This design comes from an exercise in tuning for a short achievable clock period and few clock cycles on the open sky130 flow, not from production work. Function was checked by simulation only, so behaviour that the tests miss may differ from the original. No activity file was given, so power comes from the tool's default toggle rates.

$ cat flow/config.mk
export PLATFORM = sky130hd
export DESIGN_NAME = packed_12bit_deserializer
export DESIGN_NICKNAME = packed_12bit_deserializer
export VERILOG_FILES = /design/flow/design.v
export SDC_FILE = /design/flow/constraint.sdc
export NUM_CORES = 4
export LEC_CHECK = 0
export ABC_CLOCK_PERIOD_IN_PS = 500
export CAP_MARGIN = 20
export CORE_MARGIN = 2
export CORE_UTILIZATION = 40
export SETUP_SLACK_MARGIN = 4.3
export SLEW_MARGIN = 20
export SYNTH_HIERARCHICAL = 1
$ cat flow/constraint.sdc
create_clock -name core_clock -period 8.0 [get_ports {clk}]
set_input_delay 1.6000 -clock core_clock [delete_from_list [all_inputs] [get_ports {clk}]]
set_output_delay 1.6000 -clock core_clock [all_outputs]
set_load 0.01 [all_outputs]
$ cat flow/design.v
module packed_12bit_deserializer (
    input  wire        clk,
    input  wire        rst,
    input  wire        start,
    input  wire        in_valid,
    input  wire [8:0]  in_data,
    output wire        in_ready,
    output wire        busy,
    output wire        done,
    output wire        err,
    output wire        ok,
    input  wire [3:0]  reg_addr,
    output reg  [31:0] reg_rdata,
    output reg         wr_en,
    output reg  [31:0] wr_addr,
    output reg  [15:0] wr_row,
    output reg  [15:0] wr_col,
    output reg  [15:0] wr_data
);
    localparam [2:0] ST_IDLE    = 3'd0,
                     ST_HEADER  = 3'd1,
                     ST_PAYLOAD = 3'd2,
                     ST_DRAIN   = 3'd3,
                     ST_DONE    = 3'd4;
    localparam [2:0] ERR_NONE  = 3'd0,
                     ERR_TRUNC = 3'd1,
                     ERR_MAGIC = 3'd2,
                     ERR_FMT   = 3'd3,
                     ERR_SHAPE = 3'd4;
    localparam [7:0] HDR_LAST = 8'd163;
    localparam [7:0] FMT_CODE = 8'd9;
    reg  [2:0]  st;
    reg  [7:0]  hcnt;
    reg  [7:0]  magic0, magic1, magic2, magic3;
    reg  [7:0]  pixfmt;
    reg  [15:0] width;
    reg  [15:0] height;
    reg         hdrv;
    reg  [31:0] expect_r;
    reg  [31:0] scnt;
    reg  [2:0]  errc;
    reg         busy_r, done_r, rdy_r, err_r, ok_r;
    reg         in_hdr, in_pay, in_drn;
    reg  [1:0]  ph;
    reg  [7:0]  b0, b1;
    reg         magic_ok, fmt_ok;
    reg  [31:0] mul_a;
    reg  [15:0] mul_b;
    reg  [31:0] prod;
    reg  [31:0] idx;
    reg  [15:0] row, col;
    reg         col_last, row_last, full;
    reg  [15:0] wm2, hm2;
    reg         w_is1, h_is1, wh_zero;
    assign busy     = busy_r;
    assign done     = done_r;
    assign in_ready = rdy_r;
    assign err      = err_r;
    assign ok       = ok_r;
    wire       xfer    = in_valid && rdy_r && !start;
    wire       is_end  = in_data[8];
    wire [7:0] byte_in = in_data[7:0];
    wire       xbyte   = xfer && !is_end;
    wire       xend    = xfer && is_end;
    wire       hdr_last = (hcnt == HDR_LAST);
    wire        smp_ev   = xbyte && in_pay && (ph != 2'd0);
    wire [11:0] smp_data = ph[1] ? {byte_in, b1[7:4]} : {byte_in[3:0], b0};
    wire        grp_ev   = xbyte && in_pay && ph[1];
    wire        place    = smp_ev && !full;
    wire        begin_run = start && !busy_r;
    always @(posedge clk) begin
        if (rst || begin_run) begin
            st        <= rst ? ST_IDLE : ST_HEADER;
            busy_r    <= !rst;
            rdy_r     <= !rst;
            in_hdr    <= !rst;
            done_r    <= 1'b0;
            err_r     <= 1'b0;
            ok_r      <= 1'b0;
            in_pay    <= 1'b0;
            in_drn    <= 1'b0;
            hcnt      <= 8'd0;
            magic0    <= 8'd0;
            magic1    <= 8'd0;
            magic2    <= 8'd0;
            magic3    <= 8'd0;
            pixfmt    <= 8'd0;
            width     <= 16'd0;
            height    <= 16'd0;
            hdrv      <= 1'b0;
            expect_r  <= 32'd0;
            scnt      <= 32'd0;
            errc      <= ERR_NONE;
            ph        <= 2'd0;
            b0        <= 8'd0;
            b1        <= 8'd0;
            magic_ok  <= 1'b0;
            fmt_ok    <= 1'b0;
            mul_a     <= 32'd0;
            mul_b     <= 16'd0;
            prod      <= 32'd0;
            idx       <= 32'd0;
            row       <= 16'd0;
            col       <= 16'd0;
            col_last  <= 1'b0;
            row_last  <= 1'b0;
            full      <= 1'b1;
            wm2       <= 16'd0;
            hm2       <= 16'd0;
            w_is1     <= 1'b0;
            h_is1     <= 1'b0;
            wh_zero   <= 1'b1;
            wr_en     <= 1'b0;
            wr_addr   <= 32'd0;
            wr_row    <= 16'd0;
            wr_col    <= 16'd0;
            wr_data   <= 16'd0;
        end else begin
            magic_ok <= (magic0 == 8'h43) && (magic1 == 8'h4D) &&
                        (magic2 == 8'h56) && (magic3 == 8'h69);
            fmt_ok   <= (pixfmt == FMT_CODE);
            wm2      <= width - 16'd2;
            hm2      <= height - 16'd2;
            w_is1    <= (width == 16'd1);
            h_is1    <= (height == 16'd1);
            wh_zero  <= (width == 16'd0) || (height == 16'd0);
            if (in_hdr && hcnt == 8'd12) begin
                mul_a <= {16'd0, width};
                mul_b <= height;
                prod  <= 32'd0;
            end else begin
                if (mul_b[0])
                    prod <= prod + mul_a;
                mul_a <= {mul_a[30:0], 1'b0};
                mul_b <= {1'b0, mul_b[15:1]};
            end
            wr_en <= place;
            if (place) begin
                wr_addr <= idx;
                wr_row  <= row;
                wr_col  <= col;
                wr_data <= {4'd0, smp_data};
                idx     <= idx + 32'd1;
                if (col_last) begin
                    col      <= 16'd0;
                    row      <= row + 16'd1;
                    col_last <= w_is1;
                    row_last <= (row == hm2);
                    full     <= row_last;
                end else begin
                    col      <= col + 16'd1;
                    col_last <= (col == wm2);
                end
            end
            if (grp_ev) begin
                if (scnt[31:1] != 31'h7FFF_FFFF)
                    scnt <= scnt + 32'd2;
                else
                    scnt <= 32'hFFFF_FFFF;
            end
            if (xbyte && in_pay)
                ph <= ph[1] ? 2'd0 : ph + 2'd1;
            if (xbyte && in_pay && ph == 2'd0)
                b0 <= byte_in;
            if (xbyte && in_pay && ph == 2'd1)
                b1 <= byte_in;
            if (xbyte && in_hdr) begin
                case (hcnt)
                    8'd0:  magic0       <= byte_in;
                    8'd1:  magic1       <= byte_in;
                    8'd2:  magic2       <= byte_in;
                    8'd3:  magic3       <= byte_in;
                    8'd4:  pixfmt       <= byte_in;
                    8'd8:  width[7:0]   <= byte_in;
                    8'd9:  width[15:8]  <= byte_in;
                    8'd10: height[7:0]  <= byte_in;
                    8'd11: height[15:8] <= byte_in;
                    default: ;
                endcase
                hcnt <= hcnt + 8'd1;
                if (hdr_last) begin
                    in_hdr <= 1'b0;
                    if (!magic_ok) begin
                        errc   <= ERR_MAGIC;
                        err_r  <= 1'b1;
                        st     <= ST_DRAIN;
                        in_drn <= 1'b1;
                    end else if (!fmt_ok) begin
                        errc   <= ERR_FMT;
                        err_r  <= 1'b1;
                        st     <= ST_DRAIN;
                        in_drn <= 1'b1;
                    end else begin
                        hdrv     <= 1'b1;
                        expect_r <= prod;
                        st       <= ST_PAYLOAD;
                        in_pay   <= 1'b1;
                        full     <= wh_zero;
                        col_last <= w_is1;
                        row_last <= h_is1;
                    end
                end
            end
            if (xend) begin
                st     <= ST_DONE;
                busy_r <= 1'b0;
                rdy_r  <= 1'b0;
                done_r <= 1'b1;
                in_hdr <= 1'b0;
                in_pay <= 1'b0;
                in_drn <= 1'b0;
                if (in_hdr) begin
                    errc  <= ERR_TRUNC;
                    err_r <= 1'b1;
                end else if (in_pay && scnt != expect_r) begin
                    errc  <= ERR_SHAPE;
                    err_r <= 1'b1;
                end else if (in_pay) begin
                    ok_r  <= 1'b1;
                end
            end
        end
    end
    wire [31:0] rd_r [0:7];
    wire [31:0] rd_w;
    assign rd_r[0] = {23'd0, hdrv, 1'b0, errc, 1'b0, st};
    assign rd_r[1] = {magic3, magic2, magic1, magic0};
    assign rd_r[2] = {24'd0, pixfmt};
    assign rd_r[3] = {16'd0, width};
    assign rd_r[4] = {16'd0, height};
    assign rd_r[5] = expect_r;
    assign rd_r[6] = scnt;
    assign rd_r[7] = {24'd0, hcnt};
    wire [31:0] rd_rn [0:7];
    assign rd_rn[0] = ~rd_r[0];
    assign rd_rn[1] = ~rd_r[1];
    assign rd_rn[2] = ~rd_r[2];
    assign rd_rn[3] = ~rd_r[3];
    assign rd_rn[4] = ~rd_r[4];
    assign rd_rn[5] = ~rd_r[5];
    assign rd_rn[6] = ~rd_r[6];
    assign rd_rn[7] = ~rd_r[7];
    wire [3:0] rd_f0;
    p12_rd_dec2 #(.J(2'd0)) u_rd_f0_0 (.a1(reg_addr[2]), .a0(reg_addr[1]), .f(rd_f0[0]));
    p12_rd_dec2 #(.J(2'd1)) u_rd_f0_1 (.a1(reg_addr[2]), .a0(reg_addr[1]), .f(rd_f0[1]));
    p12_rd_dec2 #(.J(2'd2)) u_rd_f0_2 (.a1(reg_addr[2]), .a0(reg_addr[1]), .f(rd_f0[2]));
    p12_rd_dec2 #(.J(2'd3)) u_rd_f0_3 (.a1(reg_addr[2]), .a0(reg_addr[1]), .f(rd_f0[3]));
    wire [3:0] rd_f1;
    p12_rd_dec2 #(.J(2'd0)) u_rd_f1_0 (.a1(reg_addr[2]), .a0(reg_addr[1]), .f(rd_f1[0]));
    p12_rd_dec2 #(.J(2'd1)) u_rd_f1_1 (.a1(reg_addr[2]), .a0(reg_addr[1]), .f(rd_f1[1]));
    p12_rd_dec2 #(.J(2'd2)) u_rd_f1_2 (.a1(reg_addr[2]), .a0(reg_addr[1]), .f(rd_f1[2]));
    p12_rd_dec2 #(.J(2'd3)) u_rd_f1_3 (.a1(reg_addr[2]), .a0(reg_addr[1]), .f(rd_f1[3]));
    wire [3:0] rd_f2;
    p12_rd_dec2 #(.J(2'd0)) u_rd_f2_0 (.a1(reg_addr[2]), .a0(reg_addr[1]), .f(rd_f2[0]));
    p12_rd_dec2 #(.J(2'd1)) u_rd_f2_1 (.a1(reg_addr[2]), .a0(reg_addr[1]), .f(rd_f2[1]));
    p12_rd_dec2 #(.J(2'd2)) u_rd_f2_2 (.a1(reg_addr[2]), .a0(reg_addr[1]), .f(rd_f2[2]));
    p12_rd_dec2 #(.J(2'd3)) u_rd_f2_3 (.a1(reg_addr[2]), .a0(reg_addr[1]), .f(rd_f2[3]));
    wire [3:0] rd_f3;
    p12_rd_dec2 #(.J(2'd0)) u_rd_f3_0 (.a1(reg_addr[2]), .a0(reg_addr[1]), .f(rd_f3[0]));
    p12_rd_dec2 #(.J(2'd1)) u_rd_f3_1 (.a1(reg_addr[2]), .a0(reg_addr[1]), .f(rd_f3[1]));
    p12_rd_dec2 #(.J(2'd2)) u_rd_f3_2 (.a1(reg_addr[2]), .a0(reg_addr[1]), .f(rd_f3[2]));
    p12_rd_dec2 #(.J(2'd3)) u_rd_f3_3 (.a1(reg_addr[2]), .a0(reg_addr[1]), .f(rd_f3[3]));
    wire [3:0] rd_f4;
    p12_rd_dec2 #(.J(2'd0)) u_rd_f4_0 (.a1(reg_addr[2]), .a0(reg_addr[0]), .f(rd_f4[0]));
    p12_rd_dec2 #(.J(2'd1)) u_rd_f4_1 (.a1(reg_addr[2]), .a0(reg_addr[0]), .f(rd_f4[1]));
    p12_rd_dec2 #(.J(2'd2)) u_rd_f4_2 (.a1(reg_addr[2]), .a0(reg_addr[0]), .f(rd_f4[2]));
    p12_rd_dec2 #(.J(2'd3)) u_rd_f4_3 (.a1(reg_addr[2]), .a0(reg_addr[0]), .f(rd_f4[3]));
    wire [3:0] rd_f5;
    p12_rd_dec2 #(.J(2'd0)) u_rd_f5_0 (.a1(reg_addr[2]), .a0(reg_addr[0]), .f(rd_f5[0]));
    p12_rd_dec2 #(.J(2'd1)) u_rd_f5_1 (.a1(reg_addr[2]), .a0(reg_addr[0]), .f(rd_f5[1]));
    p12_rd_dec2 #(.J(2'd2)) u_rd_f5_2 (.a1(reg_addr[2]), .a0(reg_addr[0]), .f(rd_f5[2]));
    p12_rd_dec2 #(.J(2'd3)) u_rd_f5_3 (.a1(reg_addr[2]), .a0(reg_addr[0]), .f(rd_f5[3]));
    wire [3:0] rd_f6;
    p12_rd_dec2 #(.J(2'd0)) u_rd_f6_0 (.a1(reg_addr[2]), .a0(reg_addr[0]), .f(rd_f6[0]));
    p12_rd_dec2 #(.J(2'd1)) u_rd_f6_1 (.a1(reg_addr[2]), .a0(reg_addr[0]), .f(rd_f6[1]));
    p12_rd_dec2 #(.J(2'd2)) u_rd_f6_2 (.a1(reg_addr[2]), .a0(reg_addr[0]), .f(rd_f6[2]));
    p12_rd_dec2 #(.J(2'd3)) u_rd_f6_3 (.a1(reg_addr[2]), .a0(reg_addr[0]), .f(rd_f6[3]));
    wire [3:0] rd_f7;
    p12_rd_dec2 #(.J(2'd0)) u_rd_f7_0 (.a1(reg_addr[2]), .a0(reg_addr[0]), .f(rd_f7[0]));
    p12_rd_dec2 #(.J(2'd1)) u_rd_f7_1 (.a1(reg_addr[2]), .a0(reg_addr[0]), .f(rd_f7[1]));
    p12_rd_dec2 #(.J(2'd2)) u_rd_f7_2 (.a1(reg_addr[2]), .a0(reg_addr[0]), .f(rd_f7[2]));
    p12_rd_dec2 #(.J(2'd3)) u_rd_f7_3 (.a1(reg_addr[2]), .a0(reg_addr[0]), .f(rd_f7[3]));
    wire [3:0] rd_f8;
    p12_rd_dec2 #(.J(2'd0)) u_rd_f8_0 (.a1(reg_addr[1]), .a0(reg_addr[0]), .f(rd_f8[0]));
    p12_rd_dec2 #(.J(2'd1)) u_rd_f8_1 (.a1(reg_addr[1]), .a0(reg_addr[0]), .f(rd_f8[1]));
    p12_rd_dec2 #(.J(2'd2)) u_rd_f8_2 (.a1(reg_addr[1]), .a0(reg_addr[0]), .f(rd_f8[2]));
    p12_rd_dec2 #(.J(2'd3)) u_rd_f8_3 (.a1(reg_addr[1]), .a0(reg_addr[0]), .f(rd_f8[3]));
    wire [3:0] rd_f9;
    p12_rd_dec2 #(.J(2'd0)) u_rd_f9_0 (.a1(reg_addr[1]), .a0(reg_addr[0]), .f(rd_f9[0]));
    p12_rd_dec2 #(.J(2'd1)) u_rd_f9_1 (.a1(reg_addr[1]), .a0(reg_addr[0]), .f(rd_f9[1]));
    p12_rd_dec2 #(.J(2'd2)) u_rd_f9_2 (.a1(reg_addr[1]), .a0(reg_addr[0]), .f(rd_f9[2]));
    p12_rd_dec2 #(.J(2'd3)) u_rd_f9_3 (.a1(reg_addr[1]), .a0(reg_addr[0]), .f(rd_f9[3]));
    wire [3:0] rd_f10;
    p12_rd_dec2 #(.J(2'd0)) u_rd_f10_0 (.a1(reg_addr[1]), .a0(reg_addr[0]), .f(rd_f10[0]));
    p12_rd_dec2 #(.J(2'd1)) u_rd_f10_1 (.a1(reg_addr[1]), .a0(reg_addr[0]), .f(rd_f10[1]));
    p12_rd_dec2 #(.J(2'd2)) u_rd_f10_2 (.a1(reg_addr[1]), .a0(reg_addr[0]), .f(rd_f10[2]));
    p12_rd_dec2 #(.J(2'd3)) u_rd_f10_3 (.a1(reg_addr[1]), .a0(reg_addr[0]), .f(rd_f10[3]));
    wire [3:0] rd_f11;
    p12_rd_dec2 #(.J(2'd0)) u_rd_f11_0 (.a1(reg_addr[1]), .a0(reg_addr[0]), .f(rd_f11[0]));
    p12_rd_dec2 #(.J(2'd1)) u_rd_f11_1 (.a1(reg_addr[1]), .a0(reg_addr[0]), .f(rd_f11[1]));
    p12_rd_dec2 #(.J(2'd2)) u_rd_f11_2 (.a1(reg_addr[1]), .a0(reg_addr[0]), .f(rd_f11[2]));
    p12_rd_dec2 #(.J(2'd3)) u_rd_f11_3 (.a1(reg_addr[1]), .a0(reg_addr[0]), .f(rd_f11[3]));
    wire [3:0] rd_f12;
    p12_rd_dec2 #(.J(2'd0)) u_rd_f12_0 (.a1(reg_addr[1]), .a0(reg_addr[0]), .f(rd_f12[0]));
    p12_rd_dec2 #(.J(2'd1)) u_rd_f12_1 (.a1(reg_addr[1]), .a0(reg_addr[0]), .f(rd_f12[1]));
    p12_rd_dec2 #(.J(2'd2)) u_rd_f12_2 (.a1(reg_addr[1]), .a0(reg_addr[0]), .f(rd_f12[2]));
    p12_rd_dec2 #(.J(2'd3)) u_rd_f12_3 (.a1(reg_addr[1]), .a0(reg_addr[0]), .f(rd_f12[3]));
    wire [3:0] rd_f13;
    p12_rd_dec2 #(.J(2'd0)) u_rd_f13_0 (.a1(reg_addr[1]), .a0(reg_addr[0]), .f(rd_f13[0]));
    p12_rd_dec2 #(.J(2'd1)) u_rd_f13_1 (.a1(reg_addr[1]), .a0(reg_addr[0]), .f(rd_f13[1]));
    p12_rd_dec2 #(.J(2'd2)) u_rd_f13_2 (.a1(reg_addr[1]), .a0(reg_addr[0]), .f(rd_f13[2]));
    p12_rd_dec2 #(.J(2'd3)) u_rd_f13_3 (.a1(reg_addr[1]), .a0(reg_addr[0]), .f(rd_f13[3]));
    wire [3:0] rd_f14;
    p12_rd_dec2 #(.J(2'd0)) u_rd_f14_0 (.a1(reg_addr[1]), .a0(reg_addr[0]), .f(rd_f14[0]));
    p12_rd_dec2 #(.J(2'd1)) u_rd_f14_1 (.a1(reg_addr[1]), .a0(reg_addr[0]), .f(rd_f14[1]));
    p12_rd_dec2 #(.J(2'd2)) u_rd_f14_2 (.a1(reg_addr[1]), .a0(reg_addr[0]), .f(rd_f14[2]));
    p12_rd_dec2 #(.J(2'd3)) u_rd_f14_3 (.a1(reg_addr[1]), .a0(reg_addr[0]), .f(rd_f14[3]));
    wire [3:0] rd_f15;
    p12_rd_dec2 #(.J(2'd0)) u_rd_f15_0 (.a1(reg_addr[1]), .a0(reg_addr[0]), .f(rd_f15[0]));
    p12_rd_dec2 #(.J(2'd1)) u_rd_f15_1 (.a1(reg_addr[1]), .a0(reg_addr[0]), .f(rd_f15[1]));
    p12_rd_dec2 #(.J(2'd2)) u_rd_f15_2 (.a1(reg_addr[1]), .a0(reg_addr[0]), .f(rd_f15[2]));
    p12_rd_dec2 #(.J(2'd3)) u_rd_f15_3 (.a1(reg_addr[1]), .a0(reg_addr[0]), .f(rd_f15[3]));
    wire rd_g0_0; p12_rd_mux2i u_rd_g0_0 (.s(reg_addr[0]), .d0n(rd_rn[0][0]), .d1n(rd_rn[1][0]), .y(rd_g0_0));
    wire rd_g0_1; p12_rd_mux2i u_rd_g0_1 (.s(reg_addr[0]), .d0n(rd_rn[2][0]), .d1n(rd_rn[3][0]), .y(rd_g0_1));
    wire rd_g0_2; p12_rd_mux2i u_rd_g0_2 (.s(reg_addr[0]), .d0n(rd_rn[4][0]), .d1n(rd_rn[5][0]), .y(rd_g0_2));
    wire rd_g0_3; p12_rd_mux2i u_rd_g0_3 (.s(reg_addr[0]), .d0n(rd_rn[6][0]), .d1n(rd_rn[7][0]), .y(rd_g0_3));
    wire rd_y0_0; p12_rd_aoi22 u_rd_y0_0 (.a1(rd_f0[0]), .a2(rd_g0_0), .b1(rd_f0[1]), .b2(rd_g0_1), .y(rd_y0_0));
    wire rd_y0_1; p12_rd_aoi22 u_rd_y0_1 (.a1(rd_f0[2]), .a2(rd_g0_2), .b1(rd_f0[3]), .b2(rd_g0_3), .y(rd_y0_1));
    p12_rd_aoi21 u_rd_q0 (.a1(rd_y0_0), .a2(rd_y0_1), .b1(reg_addr[3]), .y(rd_w[0]));
    wire rd_g1_0; p12_rd_mux2i u_rd_g1_0 (.s(reg_addr[0]), .d0n(rd_rn[0][1]), .d1n(rd_rn[1][1]), .y(rd_g1_0));
    wire rd_g1_1; p12_rd_mux2i u_rd_g1_1 (.s(reg_addr[0]), .d0n(rd_rn[2][1]), .d1n(rd_rn[3][1]), .y(rd_g1_1));
    wire rd_g1_2; p12_rd_mux2i u_rd_g1_2 (.s(reg_addr[0]), .d0n(rd_rn[4][1]), .d1n(rd_rn[5][1]), .y(rd_g1_2));
    wire rd_g1_3; p12_rd_mux2i u_rd_g1_3 (.s(reg_addr[0]), .d0n(rd_rn[6][1]), .d1n(rd_rn[7][1]), .y(rd_g1_3));
    wire rd_y1_0; p12_rd_aoi22 u_rd_y1_0 (.a1(rd_f0[0]), .a2(rd_g1_0), .b1(rd_f0[1]), .b2(rd_g1_1), .y(rd_y1_0));
    wire rd_y1_1; p12_rd_aoi22 u_rd_y1_1 (.a1(rd_f0[2]), .a2(rd_g1_2), .b1(rd_f0[3]), .b2(rd_g1_3), .y(rd_y1_1));
    p12_rd_aoi21 u_rd_q1 (.a1(rd_y1_0), .a2(rd_y1_1), .b1(reg_addr[3]), .y(rd_w[1]));
    wire rd_g2_0; p12_rd_mux2i u_rd_g2_0 (.s(reg_addr[0]), .d0n(rd_rn[0][2]), .d1n(rd_rn[1][2]), .y(rd_g2_0));
    wire rd_g2_1; p12_rd_mux2i u_rd_g2_1 (.s(reg_addr[0]), .d0n(rd_rn[2][2]), .d1n(rd_rn[3][2]), .y(rd_g2_1));
    wire rd_g2_2; p12_rd_mux2i u_rd_g2_2 (.s(reg_addr[0]), .d0n(rd_rn[4][2]), .d1n(rd_rn[5][2]), .y(rd_g2_2));
    wire rd_g2_3; p12_rd_mux2i u_rd_g2_3 (.s(reg_addr[0]), .d0n(rd_rn[6][2]), .d1n(rd_rn[7][2]), .y(rd_g2_3));
    wire rd_y2_0; p12_rd_aoi22 u_rd_y2_0 (.a1(rd_f1[0]), .a2(rd_g2_0), .b1(rd_f1[1]), .b2(rd_g2_1), .y(rd_y2_0));
    wire rd_y2_1; p12_rd_aoi22 u_rd_y2_1 (.a1(rd_f1[2]), .a2(rd_g2_2), .b1(rd_f1[3]), .b2(rd_g2_3), .y(rd_y2_1));
    p12_rd_aoi21 u_rd_q2 (.a1(rd_y2_0), .a2(rd_y2_1), .b1(reg_addr[3]), .y(rd_w[2]));
    wire rd_g3_0; p12_rd_nor2b u_rd_g3_0 (.s(reg_addr[0]), .dn(rd_rn[1][3]), .y(rd_g3_0));
    wire rd_g3_1; p12_rd_mux2i u_rd_g3_1 (.s(reg_addr[0]), .d0n(rd_rn[2][3]), .d1n(rd_rn[3][3]), .y(rd_g3_1));
    wire rd_g3_2; p12_rd_mux2i u_rd_g3_2 (.s(reg_addr[0]), .d0n(rd_rn[4][3]), .d1n(rd_rn[5][3]), .y(rd_g3_2));
    wire rd_g3_3; p12_rd_mux2i u_rd_g3_3 (.s(reg_addr[0]), .d0n(rd_rn[6][3]), .d1n(rd_rn[7][3]), .y(rd_g3_3));
    wire rd_y3_0; p12_rd_aoi22 u_rd_y3_0 (.a1(rd_f1[0]), .a2(rd_g3_0), .b1(rd_f1[1]), .b2(rd_g3_1), .y(rd_y3_0));
    wire rd_y3_1; p12_rd_aoi22 u_rd_y3_1 (.a1(rd_f1[2]), .a2(rd_g3_2), .b1(rd_f1[3]), .b2(rd_g3_3), .y(rd_y3_1));
    p12_rd_aoi21 u_rd_q3 (.a1(rd_y3_0), .a2(rd_y3_1), .b1(reg_addr[3]), .y(rd_w[3]));
    wire rd_g4_0; p12_rd_mux2i u_rd_g4_0 (.s(reg_addr[0]), .d0n(rd_rn[0][4]), .d1n(rd_rn[1][4]), .y(rd_g4_0));
    wire rd_g4_1; p12_rd_mux2i u_rd_g4_1 (.s(reg_addr[0]), .d0n(rd_rn[2][4]), .d1n(rd_rn[3][4]), .y(rd_g4_1));
    wire rd_g4_2; p12_rd_mux2i u_rd_g4_2 (.s(reg_addr[0]), .d0n(rd_rn[4][4]), .d1n(rd_rn[5][4]), .y(rd_g4_2));
    wire rd_g4_3; p12_rd_mux2i u_rd_g4_3 (.s(reg_addr[0]), .d0n(rd_rn[6][4]), .d1n(rd_rn[7][4]), .y(rd_g4_3));
    wire rd_y4_0; p12_rd_aoi22 u_rd_y4_0 (.a1(rd_f2[0]), .a2(rd_g4_0), .b1(rd_f2[1]), .b2(rd_g4_1), .y(rd_y4_0));
    wire rd_y4_1; p12_rd_aoi22 u_rd_y4_1 (.a1(rd_f2[2]), .a2(rd_g4_2), .b1(rd_f2[3]), .b2(rd_g4_3), .y(rd_y4_1));
    p12_rd_aoi21 u_rd_q4 (.a1(rd_y4_0), .a2(rd_y4_1), .b1(reg_addr[3]), .y(rd_w[4]));
    wire rd_g5_0; p12_rd_mux2i u_rd_g5_0 (.s(reg_addr[0]), .d0n(rd_rn[0][5]), .d1n(rd_rn[1][5]), .y(rd_g5_0));
    wire rd_g5_1; p12_rd_mux2i u_rd_g5_1 (.s(reg_addr[0]), .d0n(rd_rn[2][5]), .d1n(rd_rn[3][5]), .y(rd_g5_1));
    wire rd_g5_2; p12_rd_mux2i u_rd_g5_2 (.s(reg_addr[0]), .d0n(rd_rn[4][5]), .d1n(rd_rn[5][5]), .y(rd_g5_2));
    wire rd_g5_3; p12_rd_mux2i u_rd_g5_3 (.s(reg_addr[0]), .d0n(rd_rn[6][5]), .d1n(rd_rn[7][5]), .y(rd_g5_3));
    wire rd_y5_0; p12_rd_aoi22 u_rd_y5_0 (.a1(rd_f2[0]), .a2(rd_g5_0), .b1(rd_f2[1]), .b2(rd_g5_1), .y(rd_y5_0));
    wire rd_y5_1; p12_rd_aoi22 u_rd_y5_1 (.a1(rd_f2[2]), .a2(rd_g5_2), .b1(rd_f2[3]), .b2(rd_g5_3), .y(rd_y5_1));
    p12_rd_aoi21 u_rd_q5 (.a1(rd_y5_0), .a2(rd_y5_1), .b1(reg_addr[3]), .y(rd_w[5]));
    wire rd_g6_0; p12_rd_mux2i u_rd_g6_0 (.s(reg_addr[0]), .d0n(rd_rn[0][6]), .d1n(rd_rn[1][6]), .y(rd_g6_0));
    wire rd_g6_1; p12_rd_mux2i u_rd_g6_1 (.s(reg_addr[0]), .d0n(rd_rn[2][6]), .d1n(rd_rn[3][6]), .y(rd_g6_1));
    wire rd_g6_2; p12_rd_mux2i u_rd_g6_2 (.s(reg_addr[0]), .d0n(rd_rn[4][6]), .d1n(rd_rn[5][6]), .y(rd_g6_2));
    wire rd_g6_3; p12_rd_mux2i u_rd_g6_3 (.s(reg_addr[0]), .d0n(rd_rn[6][6]), .d1n(rd_rn[7][6]), .y(rd_g6_3));
    wire rd_y6_0; p12_rd_aoi22 u_rd_y6_0 (.a1(rd_f3[0]), .a2(rd_g6_0), .b1(rd_f3[1]), .b2(rd_g6_1), .y(rd_y6_0));
    wire rd_y6_1; p12_rd_aoi22 u_rd_y6_1 (.a1(rd_f3[2]), .a2(rd_g6_2), .b1(rd_f3[3]), .b2(rd_g6_3), .y(rd_y6_1));
    p12_rd_aoi21 u_rd_q6 (.a1(rd_y6_0), .a2(rd_y6_1), .b1(reg_addr[3]), .y(rd_w[6]));
    wire rd_g7_0; p12_rd_nor2b u_rd_g7_0 (.s(reg_addr[0]), .dn(rd_rn[1][7]), .y(rd_g7_0));
    wire rd_g7_1; p12_rd_mux2i u_rd_g7_1 (.s(reg_addr[0]), .d0n(rd_rn[2][7]), .d1n(rd_rn[3][7]), .y(rd_g7_1));
    wire rd_g7_2; p12_rd_mux2i u_rd_g7_2 (.s(reg_addr[0]), .d0n(rd_rn[4][7]), .d1n(rd_rn[5][7]), .y(rd_g7_2));
    wire rd_g7_3; p12_rd_mux2i u_rd_g7_3 (.s(reg_addr[0]), .d0n(rd_rn[6][7]), .d1n(rd_rn[7][7]), .y(rd_g7_3));
    wire rd_y7_0; p12_rd_aoi22 u_rd_y7_0 (.a1(rd_f3[0]), .a2(rd_g7_0), .b1(rd_f3[1]), .b2(rd_g7_1), .y(rd_y7_0));
    wire rd_y7_1; p12_rd_aoi22 u_rd_y7_1 (.a1(rd_f3[2]), .a2(rd_g7_2), .b1(rd_f3[3]), .b2(rd_g7_3), .y(rd_y7_1));
    p12_rd_aoi21 u_rd_q7 (.a1(rd_y7_0), .a2(rd_y7_1), .b1(reg_addr[3]), .y(rd_w[7]));
    wire rd_g8_0; p12_rd_nor2 u_rd_g8_0 (.a(reg_addr[1]), .b(rd_rn[0][8]), .y(rd_g8_0));
    wire rd_g8_1; p12_rd_mux2i u_rd_g8_1 (.s(reg_addr[1]), .d0n(rd_rn[1][8]), .d1n(rd_rn[3][8]), .y(rd_g8_1));
    wire rd_g8_2; p12_rd_mux2i u_rd_g8_2 (.s(reg_addr[1]), .d0n(rd_rn[4][8]), .d1n(rd_rn[6][8]), .y(rd_g8_2));
    wire rd_g8_3; p12_rd_nor2 u_rd_g8_3 (.a(reg_addr[1]), .b(rd_rn[5][8]), .y(rd_g8_3));
    wire rd_y8_0; p12_rd_aoi22 u_rd_y8_0 (.a1(rd_f4[0]), .a2(rd_g8_0), .b1(rd_f4[1]), .b2(rd_g8_1), .y(rd_y8_0));
    wire rd_y8_1; p12_rd_aoi22 u_rd_y8_1 (.a1(rd_f4[2]), .a2(rd_g8_2), .b1(rd_f4[3]), .b2(rd_g8_3), .y(rd_y8_1));
    p12_rd_aoi21 u_rd_q8 (.a1(rd_y8_0), .a2(rd_y8_1), .b1(reg_addr[3]), .y(rd_w[8]));
    wire rd_g9_1; p12_rd_mux2i u_rd_g9_1 (.s(reg_addr[1]), .d0n(rd_rn[1][9]), .d1n(rd_rn[3][9]), .y(rd_g9_1));
    wire rd_g9_2; p12_rd_mux2i u_rd_g9_2 (.s(reg_addr[1]), .d0n(rd_rn[4][9]), .d1n(rd_rn[6][9]), .y(rd_g9_2));
    wire rd_g9_3; p12_rd_nor2 u_rd_g9_3 (.a(reg_addr[1]), .b(rd_rn[5][9]), .y(rd_g9_3));
    wire rd_y9_0; p12_rd_aoi22 u_rd_y9_0 (.a1(rd_f4[1]), .a2(rd_g9_1), .b1(rd_f4[2]), .b2(rd_g9_2), .y(rd_y9_0));
    wire rd_y9_1; p12_rd_nand2 u_rd_y9_1 (.a(rd_f4[3]), .b(rd_g9_3), .y(rd_y9_1));
    p12_rd_aoi21 u_rd_q9 (.a1(rd_y9_0), .a2(rd_y9_1), .b1(reg_addr[3]), .y(rd_w[9]));
    wire rd_g10_1; p12_rd_mux2i u_rd_g10_1 (.s(reg_addr[1]), .d0n(rd_rn[1][10]), .d1n(rd_rn[3][10]), .y(rd_g10_1));
    wire rd_g10_2; p12_rd_mux2i u_rd_g10_2 (.s(reg_addr[1]), .d0n(rd_rn[4][10]), .d1n(rd_rn[6][10]), .y(rd_g10_2));
    wire rd_g10_3; p12_rd_nor2 u_rd_g10_3 (.a(reg_addr[1]), .b(rd_rn[5][10]), .y(rd_g10_3));
    wire rd_y10_0; p12_rd_aoi22 u_rd_y10_0 (.a1(rd_f5[1]), .a2(rd_g10_1), .b1(rd_f5[2]), .b2(rd_g10_2), .y(rd_y10_0));
    wire rd_y10_1; p12_rd_nand2 u_rd_y10_1 (.a(rd_f5[3]), .b(rd_g10_3), .y(rd_y10_1));
    p12_rd_aoi21 u_rd_q10 (.a1(rd_y10_0), .a2(rd_y10_1), .b1(reg_addr[3]), .y(rd_w[10]));
    wire rd_g11_1; p12_rd_mux2i u_rd_g11_1 (.s(reg_addr[1]), .d0n(rd_rn[1][11]), .d1n(rd_rn[3][11]), .y(rd_g11_1));
    wire rd_g11_2; p12_rd_mux2i u_rd_g11_2 (.s(reg_addr[1]), .d0n(rd_rn[4][11]), .d1n(rd_rn[6][11]), .y(rd_g11_2));
    wire rd_g11_3; p12_rd_nor2 u_rd_g11_3 (.a(reg_addr[1]), .b(rd_rn[5][11]), .y(rd_g11_3));
    wire rd_y11_0; p12_rd_aoi22 u_rd_y11_0 (.a1(rd_f5[1]), .a2(rd_g11_1), .b1(rd_f5[2]), .b2(rd_g11_2), .y(rd_y11_0));
    wire rd_y11_1; p12_rd_nand2 u_rd_y11_1 (.a(rd_f5[3]), .b(rd_g11_3), .y(rd_y11_1));
    p12_rd_aoi21 u_rd_q11 (.a1(rd_y11_0), .a2(rd_y11_1), .b1(reg_addr[3]), .y(rd_w[11]));
    wire rd_g12_1; p12_rd_mux2i u_rd_g12_1 (.s(reg_addr[1]), .d0n(rd_rn[1][12]), .d1n(rd_rn[3][12]), .y(rd_g12_1));
    wire rd_g12_2; p12_rd_mux2i u_rd_g12_2 (.s(reg_addr[1]), .d0n(rd_rn[4][12]), .d1n(rd_rn[6][12]), .y(rd_g12_2));
    wire rd_g12_3; p12_rd_nor2 u_rd_g12_3 (.a(reg_addr[1]), .b(rd_rn[5][12]), .y(rd_g12_3));
    wire rd_y12_0; p12_rd_aoi22 u_rd_y12_0 (.a1(rd_f6[1]), .a2(rd_g12_1), .b1(rd_f6[2]), .b2(rd_g12_2), .y(rd_y12_0));
    wire rd_y12_1; p12_rd_nand2 u_rd_y12_1 (.a(rd_f6[3]), .b(rd_g12_3), .y(rd_y12_1));
    p12_rd_aoi21 u_rd_q12 (.a1(rd_y12_0), .a2(rd_y12_1), .b1(reg_addr[3]), .y(rd_w[12]));
    wire rd_g13_1; p12_rd_mux2i u_rd_g13_1 (.s(reg_addr[1]), .d0n(rd_rn[1][13]), .d1n(rd_rn[3][13]), .y(rd_g13_1));
    wire rd_g13_2; p12_rd_mux2i u_rd_g13_2 (.s(reg_addr[1]), .d0n(rd_rn[4][13]), .d1n(rd_rn[6][13]), .y(rd_g13_2));
    wire rd_g13_3; p12_rd_nor2 u_rd_g13_3 (.a(reg_addr[1]), .b(rd_rn[5][13]), .y(rd_g13_3));
    wire rd_y13_0; p12_rd_aoi22 u_rd_y13_0 (.a1(rd_f6[1]), .a2(rd_g13_1), .b1(rd_f6[2]), .b2(rd_g13_2), .y(rd_y13_0));
    wire rd_y13_1; p12_rd_nand2 u_rd_y13_1 (.a(rd_f6[3]), .b(rd_g13_3), .y(rd_y13_1));
    p12_rd_aoi21 u_rd_q13 (.a1(rd_y13_0), .a2(rd_y13_1), .b1(reg_addr[3]), .y(rd_w[13]));
    wire rd_g14_1; p12_rd_mux2i u_rd_g14_1 (.s(reg_addr[1]), .d0n(rd_rn[1][14]), .d1n(rd_rn[3][14]), .y(rd_g14_1));
    wire rd_g14_2; p12_rd_mux2i u_rd_g14_2 (.s(reg_addr[1]), .d0n(rd_rn[4][14]), .d1n(rd_rn[6][14]), .y(rd_g14_2));
    wire rd_g14_3; p12_rd_nor2 u_rd_g14_3 (.a(reg_addr[1]), .b(rd_rn[5][14]), .y(rd_g14_3));
    wire rd_y14_0; p12_rd_aoi22 u_rd_y14_0 (.a1(rd_f7[1]), .a2(rd_g14_1), .b1(rd_f7[2]), .b2(rd_g14_2), .y(rd_y14_0));
    wire rd_y14_1; p12_rd_nand2 u_rd_y14_1 (.a(rd_f7[3]), .b(rd_g14_3), .y(rd_y14_1));
    p12_rd_aoi21 u_rd_q14 (.a1(rd_y14_0), .a2(rd_y14_1), .b1(reg_addr[3]), .y(rd_w[14]));
    wire rd_g15_1; p12_rd_mux2i u_rd_g15_1 (.s(reg_addr[1]), .d0n(rd_rn[1][15]), .d1n(rd_rn[3][15]), .y(rd_g15_1));
    wire rd_g15_2; p12_rd_mux2i u_rd_g15_2 (.s(reg_addr[1]), .d0n(rd_rn[4][15]), .d1n(rd_rn[6][15]), .y(rd_g15_2));
    wire rd_g15_3; p12_rd_nor2 u_rd_g15_3 (.a(reg_addr[1]), .b(rd_rn[5][15]), .y(rd_g15_3));
    wire rd_y15_0; p12_rd_aoi22 u_rd_y15_0 (.a1(rd_f7[1]), .a2(rd_g15_1), .b1(rd_f7[2]), .b2(rd_g15_2), .y(rd_y15_0));
    wire rd_y15_1; p12_rd_nand2 u_rd_y15_1 (.a(rd_f7[3]), .b(rd_g15_3), .y(rd_y15_1));
    p12_rd_aoi21 u_rd_q15 (.a1(rd_y15_0), .a2(rd_y15_1), .b1(reg_addr[3]), .y(rd_w[15]));
    wire rd_g16_1; p12_rd_mux2i u_rd_g16_1 (.s(reg_addr[2]), .d0n(rd_rn[1][16]), .d1n(rd_rn[5][16]), .y(rd_g16_1));
    wire rd_g16_2; p12_rd_nor2b u_rd_g16_2 (.s(reg_addr[2]), .dn(rd_rn[6][16]), .y(rd_g16_2));
    wire rd_y16_0; p12_rd_aoi22 u_rd_y16_0 (.a1(rd_f8[1]), .a2(rd_g16_1), .b1(rd_f8[2]), .b2(rd_g16_2), .y(rd_y16_0));
    p12_rd_nor2 u_rd_q16 (.a(rd_y16_0), .b(reg_addr[3]), .y(rd_w[16]));
    wire rd_g17_1; p12_rd_mux2i u_rd_g17_1 (.s(reg_addr[2]), .d0n(rd_rn[1][17]), .d1n(rd_rn[5][17]), .y(rd_g17_1));
    wire rd_g17_2; p12_rd_nor2b u_rd_g17_2 (.s(reg_addr[2]), .dn(rd_rn[6][17]), .y(rd_g17_2));
    wire rd_y17_0; p12_rd_aoi22 u_rd_y17_0 (.a1(rd_f8[1]), .a2(rd_g17_1), .b1(rd_f8[2]), .b2(rd_g17_2), .y(rd_y17_0));
    p12_rd_nor2 u_rd_q17 (.a(rd_y17_0), .b(reg_addr[3]), .y(rd_w[17]));
    wire rd_g18_1; p12_rd_mux2i u_rd_g18_1 (.s(reg_addr[2]), .d0n(rd_rn[1][18]), .d1n(rd_rn[5][18]), .y(rd_g18_1));
    wire rd_g18_2; p12_rd_nor2b u_rd_g18_2 (.s(reg_addr[2]), .dn(rd_rn[6][18]), .y(rd_g18_2));
    wire rd_y18_0; p12_rd_aoi22 u_rd_y18_0 (.a1(rd_f9[1]), .a2(rd_g18_1), .b1(rd_f9[2]), .b2(rd_g18_2), .y(rd_y18_0));
    p12_rd_nor2 u_rd_q18 (.a(rd_y18_0), .b(reg_addr[3]), .y(rd_w[18]));
    wire rd_g19_1; p12_rd_mux2i u_rd_g19_1 (.s(reg_addr[2]), .d0n(rd_rn[1][19]), .d1n(rd_rn[5][19]), .y(rd_g19_1));
    wire rd_g19_2; p12_rd_nor2b u_rd_g19_2 (.s(reg_addr[2]), .dn(rd_rn[6][19]), .y(rd_g19_2));
    wire rd_y19_0; p12_rd_aoi22 u_rd_y19_0 (.a1(rd_f9[1]), .a2(rd_g19_1), .b1(rd_f9[2]), .b2(rd_g19_2), .y(rd_y19_0));
    p12_rd_nor2 u_rd_q19 (.a(rd_y19_0), .b(reg_addr[3]), .y(rd_w[19]));
    wire rd_g20_1; p12_rd_mux2i u_rd_g20_1 (.s(reg_addr[2]), .d0n(rd_rn[1][20]), .d1n(rd_rn[5][20]), .y(rd_g20_1));
    wire rd_g20_2; p12_rd_nor2b u_rd_g20_2 (.s(reg_addr[2]), .dn(rd_rn[6][20]), .y(rd_g20_2));
    wire rd_y20_0; p12_rd_aoi22 u_rd_y20_0 (.a1(rd_f10[1]), .a2(rd_g20_1), .b1(rd_f10[2]), .b2(rd_g20_2), .y(rd_y20_0));
    p12_rd_nor2 u_rd_q20 (.a(rd_y20_0), .b(reg_addr[3]), .y(rd_w[20]));
    wire rd_g21_1; p12_rd_mux2i u_rd_g21_1 (.s(reg_addr[2]), .d0n(rd_rn[1][21]), .d1n(rd_rn[5][21]), .y(rd_g21_1));
    wire rd_g21_2; p12_rd_nor2b u_rd_g21_2 (.s(reg_addr[2]), .dn(rd_rn[6][21]), .y(rd_g21_2));
    wire rd_y21_0; p12_rd_aoi22 u_rd_y21_0 (.a1(rd_f10[1]), .a2(rd_g21_1), .b1(rd_f10[2]), .b2(rd_g21_2), .y(rd_y21_0));
    p12_rd_nor2 u_rd_q21 (.a(rd_y21_0), .b(reg_addr[3]), .y(rd_w[21]));
    wire rd_g22_1; p12_rd_mux2i u_rd_g22_1 (.s(reg_addr[2]), .d0n(rd_rn[1][22]), .d1n(rd_rn[5][22]), .y(rd_g22_1));
    wire rd_g22_2; p12_rd_nor2b u_rd_g22_2 (.s(reg_addr[2]), .dn(rd_rn[6][22]), .y(rd_g22_2));
    wire rd_y22_0; p12_rd_aoi22 u_rd_y22_0 (.a1(rd_f11[1]), .a2(rd_g22_1), .b1(rd_f11[2]), .b2(rd_g22_2), .y(rd_y22_0));
    p12_rd_nor2 u_rd_q22 (.a(rd_y22_0), .b(reg_addr[3]), .y(rd_w[22]));
    wire rd_g23_1; p12_rd_mux2i u_rd_g23_1 (.s(reg_addr[2]), .d0n(rd_rn[1][23]), .d1n(rd_rn[5][23]), .y(rd_g23_1));
    wire rd_g23_2; p12_rd_nor2b u_rd_g23_2 (.s(reg_addr[2]), .dn(rd_rn[6][23]), .y(rd_g23_2));
    wire rd_y23_0; p12_rd_aoi22 u_rd_y23_0 (.a1(rd_f11[1]), .a2(rd_g23_1), .b1(rd_f11[2]), .b2(rd_g23_2), .y(rd_y23_0));
    p12_rd_nor2 u_rd_q23 (.a(rd_y23_0), .b(reg_addr[3]), .y(rd_w[23]));
    wire rd_g24_1; p12_rd_mux2i u_rd_g24_1 (.s(reg_addr[2]), .d0n(rd_rn[1][24]), .d1n(rd_rn[5][24]), .y(rd_g24_1));
    wire rd_g24_2; p12_rd_nor2b u_rd_g24_2 (.s(reg_addr[2]), .dn(rd_rn[6][24]), .y(rd_g24_2));
    wire rd_y24_0; p12_rd_aoi22 u_rd_y24_0 (.a1(rd_f12[1]), .a2(rd_g24_1), .b1(rd_f12[2]), .b2(rd_g24_2), .y(rd_y24_0));
    p12_rd_nor2 u_rd_q24 (.a(rd_y24_0), .b(reg_addr[3]), .y(rd_w[24]));
    wire rd_g25_1; p12_rd_mux2i u_rd_g25_1 (.s(reg_addr[2]), .d0n(rd_rn[1][25]), .d1n(rd_rn[5][25]), .y(rd_g25_1));
    wire rd_g25_2; p12_rd_nor2b u_rd_g25_2 (.s(reg_addr[2]), .dn(rd_rn[6][25]), .y(rd_g25_2));
    wire rd_y25_0; p12_rd_aoi22 u_rd_y25_0 (.a1(rd_f12[1]), .a2(rd_g25_1), .b1(rd_f12[2]), .b2(rd_g25_2), .y(rd_y25_0));
    p12_rd_nor2 u_rd_q25 (.a(rd_y25_0), .b(reg_addr[3]), .y(rd_w[25]));
    wire rd_g26_1; p12_rd_mux2i u_rd_g26_1 (.s(reg_addr[2]), .d0n(rd_rn[1][26]), .d1n(rd_rn[5][26]), .y(rd_g26_1));
    wire rd_g26_2; p12_rd_nor2b u_rd_g26_2 (.s(reg_addr[2]), .dn(rd_rn[6][26]), .y(rd_g26_2));
    wire rd_y26_0; p12_rd_aoi22 u_rd_y26_0 (.a1(rd_f13[1]), .a2(rd_g26_1), .b1(rd_f13[2]), .b2(rd_g26_2), .y(rd_y26_0));
    p12_rd_nor2 u_rd_q26 (.a(rd_y26_0), .b(reg_addr[3]), .y(rd_w[26]));
    wire rd_g27_1; p12_rd_mux2i u_rd_g27_1 (.s(reg_addr[2]), .d0n(rd_rn[1][27]), .d1n(rd_rn[5][27]), .y(rd_g27_1));
    wire rd_g27_2; p12_rd_nor2b u_rd_g27_2 (.s(reg_addr[2]), .dn(rd_rn[6][27]), .y(rd_g27_2));
    wire rd_y27_0; p12_rd_aoi22 u_rd_y27_0 (.a1(rd_f13[1]), .a2(rd_g27_1), .b1(rd_f13[2]), .b2(rd_g27_2), .y(rd_y27_0));
    p12_rd_nor2 u_rd_q27 (.a(rd_y27_0), .b(reg_addr[3]), .y(rd_w[27]));
    wire rd_g28_1; p12_rd_mux2i u_rd_g28_1 (.s(reg_addr[2]), .d0n(rd_rn[1][28]), .d1n(rd_rn[5][28]), .y(rd_g28_1));
    wire rd_g28_2; p12_rd_nor2b u_rd_g28_2 (.s(reg_addr[2]), .dn(rd_rn[6][28]), .y(rd_g28_2));
    wire rd_y28_0; p12_rd_aoi22 u_rd_y28_0 (.a1(rd_f14[1]), .a2(rd_g28_1), .b1(rd_f14[2]), .b2(rd_g28_2), .y(rd_y28_0));
    p12_rd_nor2 u_rd_q28 (.a(rd_y28_0), .b(reg_addr[3]), .y(rd_w[28]));
    wire rd_g29_1; p12_rd_mux2i u_rd_g29_1 (.s(reg_addr[2]), .d0n(rd_rn[1][29]), .d1n(rd_rn[5][29]), .y(rd_g29_1));
    wire rd_g29_2; p12_rd_nor2b u_rd_g29_2 (.s(reg_addr[2]), .dn(rd_rn[6][29]), .y(rd_g29_2));
    wire rd_y29_0; p12_rd_aoi22 u_rd_y29_0 (.a1(rd_f14[1]), .a2(rd_g29_1), .b1(rd_f14[2]), .b2(rd_g29_2), .y(rd_y29_0));
    p12_rd_nor2 u_rd_q29 (.a(rd_y29_0), .b(reg_addr[3]), .y(rd_w[29]));
    wire rd_g30_1; p12_rd_mux2i u_rd_g30_1 (.s(reg_addr[2]), .d0n(rd_rn[1][30]), .d1n(rd_rn[5][30]), .y(rd_g30_1));
    wire rd_g30_2; p12_rd_nor2b u_rd_g30_2 (.s(reg_addr[2]), .dn(rd_rn[6][30]), .y(rd_g30_2));
    wire rd_y30_0; p12_rd_aoi22 u_rd_y30_0 (.a1(rd_f15[1]), .a2(rd_g30_1), .b1(rd_f15[2]), .b2(rd_g30_2), .y(rd_y30_0));
    p12_rd_nor2 u_rd_q30 (.a(rd_y30_0), .b(reg_addr[3]), .y(rd_w[30]));
    wire rd_g31_1; p12_rd_mux2i u_rd_g31_1 (.s(reg_addr[2]), .d0n(rd_rn[1][31]), .d1n(rd_rn[5][31]), .y(rd_g31_1));
    wire rd_g31_2; p12_rd_nor2b u_rd_g31_2 (.s(reg_addr[2]), .dn(rd_rn[6][31]), .y(rd_g31_2));
    wire rd_y31_0; p12_rd_aoi22 u_rd_y31_0 (.a1(rd_f15[1]), .a2(rd_g31_1), .b1(rd_f15[2]), .b2(rd_g31_2), .y(rd_y31_0));
    p12_rd_nor2 u_rd_q31 (.a(rd_y31_0), .b(reg_addr[3]), .y(rd_w[31]));
    always @(*) reg_rdata = rd_w;
endmodule
module p12_rd_dec2 #(parameter [1:0] J = 2'd0) (input wire a1, input wire a0, output wire f);
    assign f = ({a1, a0} == J);
endmodule
module p12_rd_mux2 (input wire s, input wire d0, input wire d1, output wire y);
    assign y = s ? d1 : d0;
endmodule
module p12_rd_mux2i (input wire s, input wire d0n, input wire d1n, output wire y);
    assign y = !(s ? d1n : d0n);
endmodule
module p12_rd_nor2b (input wire s, input wire dn, output wire y);
    assign y = s && !dn;
endmodule
module p12_rd_andn (input wire s, input wire d, output wire y);
    assign y = !s && d;
endmodule
module p12_rd_and2 (input wire s, input wire d, output wire y);
    assign y = s && d;
endmodule
module p12_rd_aoi22 (input wire a1, input wire a2, input wire b1, input wire b2, output wire y);
    assign y = !((a1 && a2) || (b1 && b2));
endmodule
module p12_rd_nand2 (input wire a, input wire b, output wire y);
    assign y = !(a && b);
endmodule
module p12_rd_inv (input wire a, output wire y);
    assign y = !a;
endmodule
module p12_rd_aoi21 (input wire a1, input wire a2, input wire b1, output wire y);
    assign y = !((a1 && a2) || b1);
endmodule
module p12_rd_nor2 (input wire a, input wire b, output wire y);
    assign y = !(a || b);
endmodule
module p12_rd_muxz (input wire s, input wire z, input wire d0, input wire d1, output wire y);
    assign y = !z && (s ? d1 : d0);
endmodule
module p12_rd_hiz (input wire s, input wire z, input wire d, output wire y);
    assign y = !z && s && d;
endmodule
module p12_rd_loz (input wire s, input wire z, input wire d, output wire y);
    assign y = !z && !s && d;
endmodule
$ cat flow/run.sh
#!/bin/bash
# synth_recipe.tcl (not shown) runs the flow's synth.tcl, then flattens the netlist and writes it again
# the make line also repeats each setting of config.mk as NAME=value (left out here)
make -C /OpenROAD-flow-scripts/flow DESIGN_CONFIG=/design/flow/config.mk WORK_HOME=/design/flow/orfs CLKGATE_MAP_FILE= SYNTH_SCRIPT=/design/flow/synth_recipe.tcl finish
==> impl_metrics.json <==
{
  "powerDensity_nw_per_um2": 183,
  "tns_ns": 0,
  "io-pin-count": 135,
  "fin_skew_ns": 0.0405,
  "final_max_slew_viol_count": 0,
  "avgSynthCellArea_um2": 8.48,
  "cts_inserted_buffers": 48,
  "drt_wl_total_um": 62800,
  "swShare": 0.229,
  "vias": 17782,
  "critPathLaunchType": "primary input",
  "setup_viol": 0,
  "path_class": "in2out",
  "antenna_found_initial": 1,
  "crit_path_end_kind": "output port",
  "grt_pass1_wl_um": 96400,
  "grt_pass1_vias": 17159,
  "grt_start_max_net_pins": 163,
  "gp_congestion": 0.978,
  "cts_hold_buf": 0,
  "cts_max_level": 2,
  "drv_cap": 0,
  "core_um2": 52400,
  "rows": 84,
  "clk_latency_ns": 0.61,
  "required_ns": 6.40,
  "vias_per_cell": 5.33,
  "drt_iter0_drc": 1304,
  "firstDrtPassIters": 5,
  "timing.hold.ws_ns": 0.438,
  "layout_min_cycle_time_ns": 4.08,
  "drive_gt1_frac": 0.138,
  "rsz0062_at_grt": "yes",
  "place_inst": 3209,
  "avgRoutedWirePerCell_um": 18.8,
  "p_switching_w": 0.00109,
  "die_w_um": 234,
  "clockPowerShare": 0.494,
  "synth_edf_count": 5,
  "relSlewSlack": 0.212,
  "die_area_um2": 54700,
  "cts_root_buf": "clkbuf_16",
  "tritoncts": "yes",
  "initial_utilization": 0.403,
  "post-route-period-util": 0.511,
  "arrival_ns": 2.48,
  "fmax_ghz": 0.245,
  "synth_warnings": 7,
  "power_frac_comb": 0.048,
  "area_growth_pct": 22.6,
  "nets": 2667,
  "yosysSeqAreaShare": 0.411,
  "synth_seq_cells": 432,
  "clock_sinks": 432,
  "synth_cell_type_count": 70,
  "clkTransAtPathRegs_ns": 0.06,
  "synth_area_um2": 21100,
  "status": "no timing/DRC/antenna violations",
  "track_usage": 0.225,
  "reg2reg_setup_slack_ns": 4.65,
  "hpwlAfterDp_um": 41800,
  "io_buffers": 130,
  "ant_nets": 0,
  "fillers": 4940,
  "synth_cells": 2495,
  "drc": 0,
  "die_h_um": 234,
  "path_max_fanout": 6,
  "fin_cells": 3335,
  "ys.flop_type": "dfxtp_1",
  "async_reset_ff_frac": 0,
  "p_seq_frac": 0.458,
  "p_int_w": 0.00366,
  "worstMarginPinSlew_ns": 1.18,
  "irDropWorstVdd_uv": 155,
  "clock_path_buffers": 3,
  "hold_viol_final": 0,
  "leakage_nw": 9.29,
  "overflow": 0,
  "min_path_type": "reg2reg"
}
==> cells in the final DEF (no fill, tap or decap), types with 10 or more instances in the layout <==
master           count
a211oi_1            24
a21o_1              10
a21oi_1            221
a21oi_2             16
a22oi_2             41
and3_1              41
buf_16              21
buf_2               32
buf_4               17
clkbuf_16           50
clkdlybuf4s50_1     91
clkinv_2            12
dfxtp_1            427
ha_1                41
inv_1              171
mux2i_1            132
mux2i_2             10
mux2i_4             31
nand2_1            347
nand3_1             50
nand4_1             37
nor2_1             291
nor2_2              10
nor2b_4             50
nor3_1              26
nor4_1              28
o21ai_0             38
or3_1               15
xnor2_1             78
xor2_1             112
==> state kept, by name, summed over array words and instances, names as in the netlist, 32 cells and up <==
signal and count:
prod 32, expect_r 32, idx 32, wr_addr 32
scnt 32, mul_a 32
==> worst max-delay path, cell delays in order <==
cell and delay [ns]:
buf_16 0.13, buf_16 0.15, mux2i_4 0.18, a22oi_2 0.20
a21oi_2 0.07, buf_2 0.14
==> power groups by stage <==
stage,logic [W],clock network [W],registers [W]
CTS,0.000224,0.00239,0.00218
finish,0.000228,0.00235,0.00218
floorplan,0.000104,0,0.00222
global route,0.000241,0.00247,0.00218
detailed placement,0.000172,0,0.00223
global placement,0.000169,0,0.00223
==> final timing paths <==
check	depth (start not counted)	startpoint	end
worst max-delay path	6	reg_addr[1]	reg_rdata[13]
worst min-delay path	2	mul_b[10]	mul_b[9]
worst max register to register	12	mul_a[0]	prod[28]
worst min register to register	2	mul_b[10]	mul_b[9]
==> cell families after synthesis <==
kind of cell             Yosys count  synth area share
XOR/XNOR                         190            0.0787
buffers and inverters            295            0.0540
other                              1          0.000177
flip-flops                       432             0.411
AND/OR/NAND/NOR                  963             0.226
adder cells (fa/ha/maj)           42            0.0252
multiplexers                     173            0.0819
AO/OA/AOI/OAI                    399             0.123
==> Yosys cell counts, drive strengths merged (4+ instances only) <==
| master | number | area [µm²] |
|---|---|---|
| nand2 | 349 | 1310 |
| clkbuf | 94 | 355 |
| dfxtp | 427 | 8550 |
| or3 | 16 | 100 |
| o21a | 4 | 30.0 |
| edfxtp | 5 | 150 |
| ha | 41 | 513 |
| a22oi | 42 | 521 |
| nand3 | 51 | 260 |
| o21bai | 4 | 30.0 |
| a311oi | 5 | 43.8 |
| inv | 171 | 642 |
| nor3b | 4 | 30.0 |
| nand4 | 38 | 244 |
| nand2b | 4 | 25.0 |
| xnor2 | 78 | 683 |
| nor4 | 29 | 188 |
| xor2 | 112 | 981 |
| and3 | 43 | 269 |
| a211oi | 24 | 180 |
| and4 | 8 | 70.1 |
| buf | 30 | 145 |
| a31oi | 8 | 50.1 |
| and2 | 12 | 75.1 |
| o31ai | 4 | 30.0 |
| nor2b | 58 | 738 |
| o21ai | 38 | 190 |
| nor2 | 306 | 1170 |
| or2 | 4 | 27.5 |
| o211ai | 5 | 37.5 |
| nor3 | 30 | 166 |
| mux2i | 173 | 1730 |
| a21o | 10 | 75.1 |
| a21oi | 237 | 1250 |
==> per-layer routing <==
layer | global-route usage | routed length [µm]
met1 | 0.290 | 27300
met2 | 0.378 | 29900
met3 | 0.0333 | 3430
met4 | 0.0868 | 2130
met5 | 0 | 8
==> area by class of cell <==
cell class                      count  area [µm²]  area share
Timing Repair Buffer              182        2140      0.0826
Inverter                          171         642      0.0248
Multi-Input combinational cell   1773       11900       0.459
Antenna cell                        1        2.50   0.0000965
Clock inverter                     24         330      0.0127
Clock buffer                       64        1360      0.0526
Tap cell                          688         861      0.0332
Sequential cell                   432        8700       0.335
==> per-module statistics from Yosys (local to each module, per instance), excerpt <==
module                     flip-flops and latches  cell area, µm²
p12_rd_nor2b                                    0            13.8
p12_rd_mux2i                                    0            10.0
packed_12bit_deserializer                     432           19000
p12_rd_nand2                                    0            3.75
p12_rd_nor2                                     0            3.75
p12_rd_aoi21                                    0            8.76
p12_rd_aoi22                                    0            12.5
==> metrics by stage <==
stage | setup slack (ns) | area (µm²) | power (W) | utilization
after floorplan | 4.34 | 21200 | 0.00233 | -
after global placement | 2.54 | 23000 | 0.00239 | 0.438
after detailed placement | 2.48 | 23000 | 0.00240 | 0.438
after CTS | 3.93 | 25800 | 0.00479 | 0.492
after global routing | 3.87 | 25900 | 0.00489 | 0.494
final | 3.92 | 25900 | 0.00475 | 0.494
==> repair_timing <==
item / in CTS / in global routing
cloned: 20 / 2
setup endpoints to repair: 200 / 81
pin swaps: 49 / 15
gates resized for setup: 278 / 14
buffers inserted: 13 / 1
Testbench counts, summed over its fixed seeds: cycles 123,173.

[afterwards: timing with drivers on the ports]
The results above use ideal ports. As a check the final layout listed here was re-extracted and re-timed, cells and wires unchanged.
Step 1 assumes that a clkbuf_16 drives the clock port and a buf_2 every other input.
Step 2 times the ports against the registers' clock, not the clock port: input delays grow and output delays shrink by t, the midpoint of the rising clock arrivals with the driver on.
Slacks: no drivers / after step 1 / after step 2; pairs: no drivers / after step 1.
t, ns: 0.652
slack for setup (ns): 3.915 / 3.483 / 3.483
slew at the worst register clock pin (ns): 0.07 / 0.07
worst slew at a driven data input, ns: 0.56
After both steps this run still meets setup and hold. For this run, drivers alone change the setup slack by -0.432 ns; drivers and shift together by -0.432 ns.
